Context: an optimization exercise on an open-source flow, tuned for small area, a short achievable clock period and few clock cycles per item. The choices shown serve that exercise and are no tape-out recipe.
The RTL was checked by simulation tests, not by an equivalence proof against the original design.

Setup of v28:
==> flow/design.v (excerpt) <==
module fsk_goertzel_demod (
    input  wire        clk,
    input  wire        rst,
    input  wire        in_valid,
    output wire        in_ready,
    input  wire [1:0]  in_cmd,
    input  wire [15:0] in_data,
    input  wire [15:0] cfg_spb,
    input  wire [15:0] cfg_coeff0,
    input  wire [15:0] cfg_coeff1,
    output reg         out_valid,
    output reg  [7:0]  out_byte
);
    reg        rdy;
    reg        v0;
    reg [1:0]  c0;
    reg [15:0] xr;
    assign in_ready = rdy;
    reg        active, pre, wl, cm2, wl2;
    reg [3:0]  pcnt;
    reg [15:0] wcnt, spb;
    reg [15:0] ca, cb;
    reg        ida, idb, fra, frb;
    reg [23:0] s1a, s2a, s1b, s2b;
    reg [23:0] r1;
    wire [23:0] r1_d;
    wire [23:0] r2;
    reg [5:0]  ec;
    reg [1:0]  ej;
    reg [24:0] m0, m1, m2;
    reg [25:0] d0, d1, d2;
    reg [27:0] acc;
    reg        sticky, last8, kill, eida;
    reg        f_ld, f_l4, f_v, f_pz, f_pd, f_ps, f_mc, f_pre, f_dec, f_e2, f_st, f_cl;
    reg        bq_one, bq_two, bq_neg;
    reg [2:0]  bcnt;
    wire st_start = v0 && c0 == 2'd1;
    wire st_end   = v0 && c0 == 2'd2;
    wire st_smp   = v0 && c0 == 2'd0;
    wire do_start = st_start && !active && spb != 16'd0;
    wire do_end   = st_end && active;
    wire do_smp   = st_smp && active;
    wire do_pre   = do_smp && pre;
    wire do_data  = do_smp && !pre;
    wire trig     = do_data && wl;           
    wire clr      = do_start || do_end;
    wire        active_n = do_start ? 1'b1 : do_end ? 1'b0 : active;
    wire        pre_n    = do_start ? 1'b1 : (do_pre && wl && pcnt == 4'd15) ? 1'b0 : pre;
    wire [15:0] wcnt_n   = clr ? 16'd0 : do_smp ? (wl ? 16'd0 : wcnt + 16'd1) : wcnt;
    wire        wl_n     = wcnt_n == spb - 16'd1;
    wire        dm_n     = active_n && !pre_n;      
    wire        ld_cfg   = !active_n;
    wire [3:0]  pcnt_n   = do_start ? 4'd0 : (do_pre && wl) ? pcnt + 4'd1 : pcnt;
  ...
export LEC_CHECK = 0
export CAP_MARGIN = 20
export CORE_MARGIN = 2
export CORE_UTILIZATION = 40
export SLEW_MARGIN = 20
create_clock -name core_clock -period 20.0 [get_ports {clk}]
standard.sh (not shown) runs the stock make flow with config.mk's settings and CLKGATE_MAP_FILE= SYNTH_SCRIPT=/design/flow/synth_recipe.tcl, a recipe that flattens the netlist after the stock synthesis.
==> flow/flow/run.sh <==
#!/bin/bash
# Own layout flow: the standard ORFS flow, with the port buffers chosen as
# buf_2 cells and timing repair aiming at a setup slack well above the 20 ns
# clock's (the clock period and all constraints are unchanged).
set -euo pipefail
export BUFFER_PORTS_ARGS="-buffer_cell sky130_fd_sc_hd__buf_2"
export SETUP_SLACK_MARGIN=14.25
bash standard.sh synth > synth.log 2>&1
bash standard.sh > layout.log 2>&1
Testbench counts of v28, summed over its fixed seeds: cycles 269,736, items 384.
Input-level comparison between v4 and v28:
diff --git a/flow/flow/run.sh b/flow/flow/run.sh
--- a/flow/flow/run.sh
+++ b/flow/flow/run.sh
@@ -5,5 +5,5 @@
 set -euo pipefail
 export BUFFER_PORTS_ARGS="-buffer_cell sky130_fd_sc_hd__buf_2"
-export SETUP_SLACK_MARGIN=14.25
+export SETUP_SLACK_MARGIN=15
 bash standard.sh synth > synth.log 2>&1
 bash standard.sh > layout.log 2>&1
## What came out
- Result: PASS for each of v28 and v4
- The run showing the smaller total track usage is v28.
- When v4 is measured against v28, its post-cts gate resize count turns out 106 higher.
- | cell count | v4 vs v28 | 1.6% higher |
- [v4 vs v28] final wirelength: higher in v4

========
== north ==
Starting RTL as in the previous note.
==> flow/config.mk <==
export PLATFORM = sky130hd
export DESIGN_NAME = fsk_goertzel_demod
export DESIGN_NICKNAME = fsk_goertzel_demod
export VERILOG_FILES = /design/flow/design.v
export SDC_FILE = /design/flow/constraint.sdc
export NUM_CORES = 4
export LEC_CHECK = 0
export CAP_MARGIN = 20
export CORE_MARGIN = 2
export CORE_UTILIZATION = 40
export SLEW_MARGIN = 20
==> flow/constraint.sdc <==
create_clock -name core_clock -period 20.0 [get_ports {clk}]
set_input_delay 4.0000 -clock core_clock [delete_from_list [all_inputs] [get_ports {clk}]]
set_output_delay 4.0000 -clock core_clock [all_outputs]
set_load 0.01 [all_outputs]
==> flow/flow/run.sh <==
#!/bin/bash
# Own layout flow: the standard ORFS flow, with the port buffers chosen as
# buf_2 cells and timing repair aiming at a setup slack well above the 20 ns
# clock's (the clock period and all constraints are unchanged).
set -euo pipefail
export BUFFER_PORTS_ARGS="-buffer_cell sky130_fd_sc_hd__buf_2"
export SETUP_SLACK_MARGIN=15.5
bash standard.sh synth > synth.log 2>&1
bash standard.sh > layout.log 2>&1
north: full flow OK, the timing, design-rule and antenna checks passed
Testbench counts of north, summed over its fixed seeds: cycles 269,736, items 384.
Edits applied to the flow inputs when going from north to south:
-- flow/flow/run.sh --
<<< north, line 5
set -euo pipefail
export BUFFER_PORTS_ARGS="-buffer_cell sky130_fd_sc_hd__buf_2"
export SETUP_SLACK_MARGIN=15.5
bash standard.sh synth > synth.log 2>&1
bash standard.sh > layout.log 2>&1
>>> south, line 5
set -euo pipefail
export BUFFER_PORTS_ARGS="-buffer_cell sky130_fd_sc_hd__buf_2"
export SETUP_SLACK_MARGIN=14
bash standard.sh synth > synth.log 2>&1
bash standard.sh > layout.log 2>&1
==> comparison <==
From north to south the numbers moved as follows: global-route track usage on met2 decreased 3.4 points; multi-input logic portion of the cell area essentially unchanged; shortest clock period the worst path allows after layout increased 0.49 ns.
For clock insertion delay at the later pin of the skew report, north and south come out practically identical.
Total CTS buffers, south vs north: down by a few percent
[south vs north] non-clock buffer count: lower in south
Comparing north with south, the multi-input logic cell count came out essentially unchanged.
north → south: global-route wire length before repair fell 7.4%, sequential share of layout area grew by 3.5 points.
north and south ended up with roughly the same die extent in x.

## static timing again, ports no longer ideal
The results above use ideal ports. As a check the final layouts listed here were re-extracted and re-timed, cells and wires unchanged.
Step 1 (the two cells are an assumption about what drives the block):
set clk [get_ports {clk}]
set_driving_cell -lib_cell sky130_fd_sc_hd__clkbuf_16 $clk
set_driving_cell -lib_cell sky130_fd_sc_hd__buf_2 [delete_from_list [all_inputs] $clk]
Step 2 adds t to the input delays and takes it off the output delays; t is the mean of the earliest and latest rising clock arrival at the registers after step 1. Input paths then give back, and output paths get back, about the clock's delay inside the block.
Three values: ideal ports, drivers, drivers and shift; two values: the first two.
| run | t, ns | setup slack, ns | worst setup path at the end | worst register clock-pin slew, ns | cell pins on the clock port's net |
|---|---|---|---|---|---|
| v28 | 0.650 | 14.548 / 14.492 / 14.542 | input to register | 0.06 / 0.06 | 1 |
| v4 | 0.649 | 14.803 / 14.746 / 14.635 | input to register | 0.07 / 0.07 | 1 |
| north | 0.647 | 14.871 / 14.812 / 14.839 | input to register | 0.07 / 0.07 | 1 |
| south | 0.649 | 14.379 / 14.379 / 14.379 | register to register | 0.07 / 0.07 | 1 |
After both steps every run listed still meets setup and hold. For v4, which loses most, drivers alone change the setup slack by -0.057 ns; drivers and shift together by -0.168 ns.
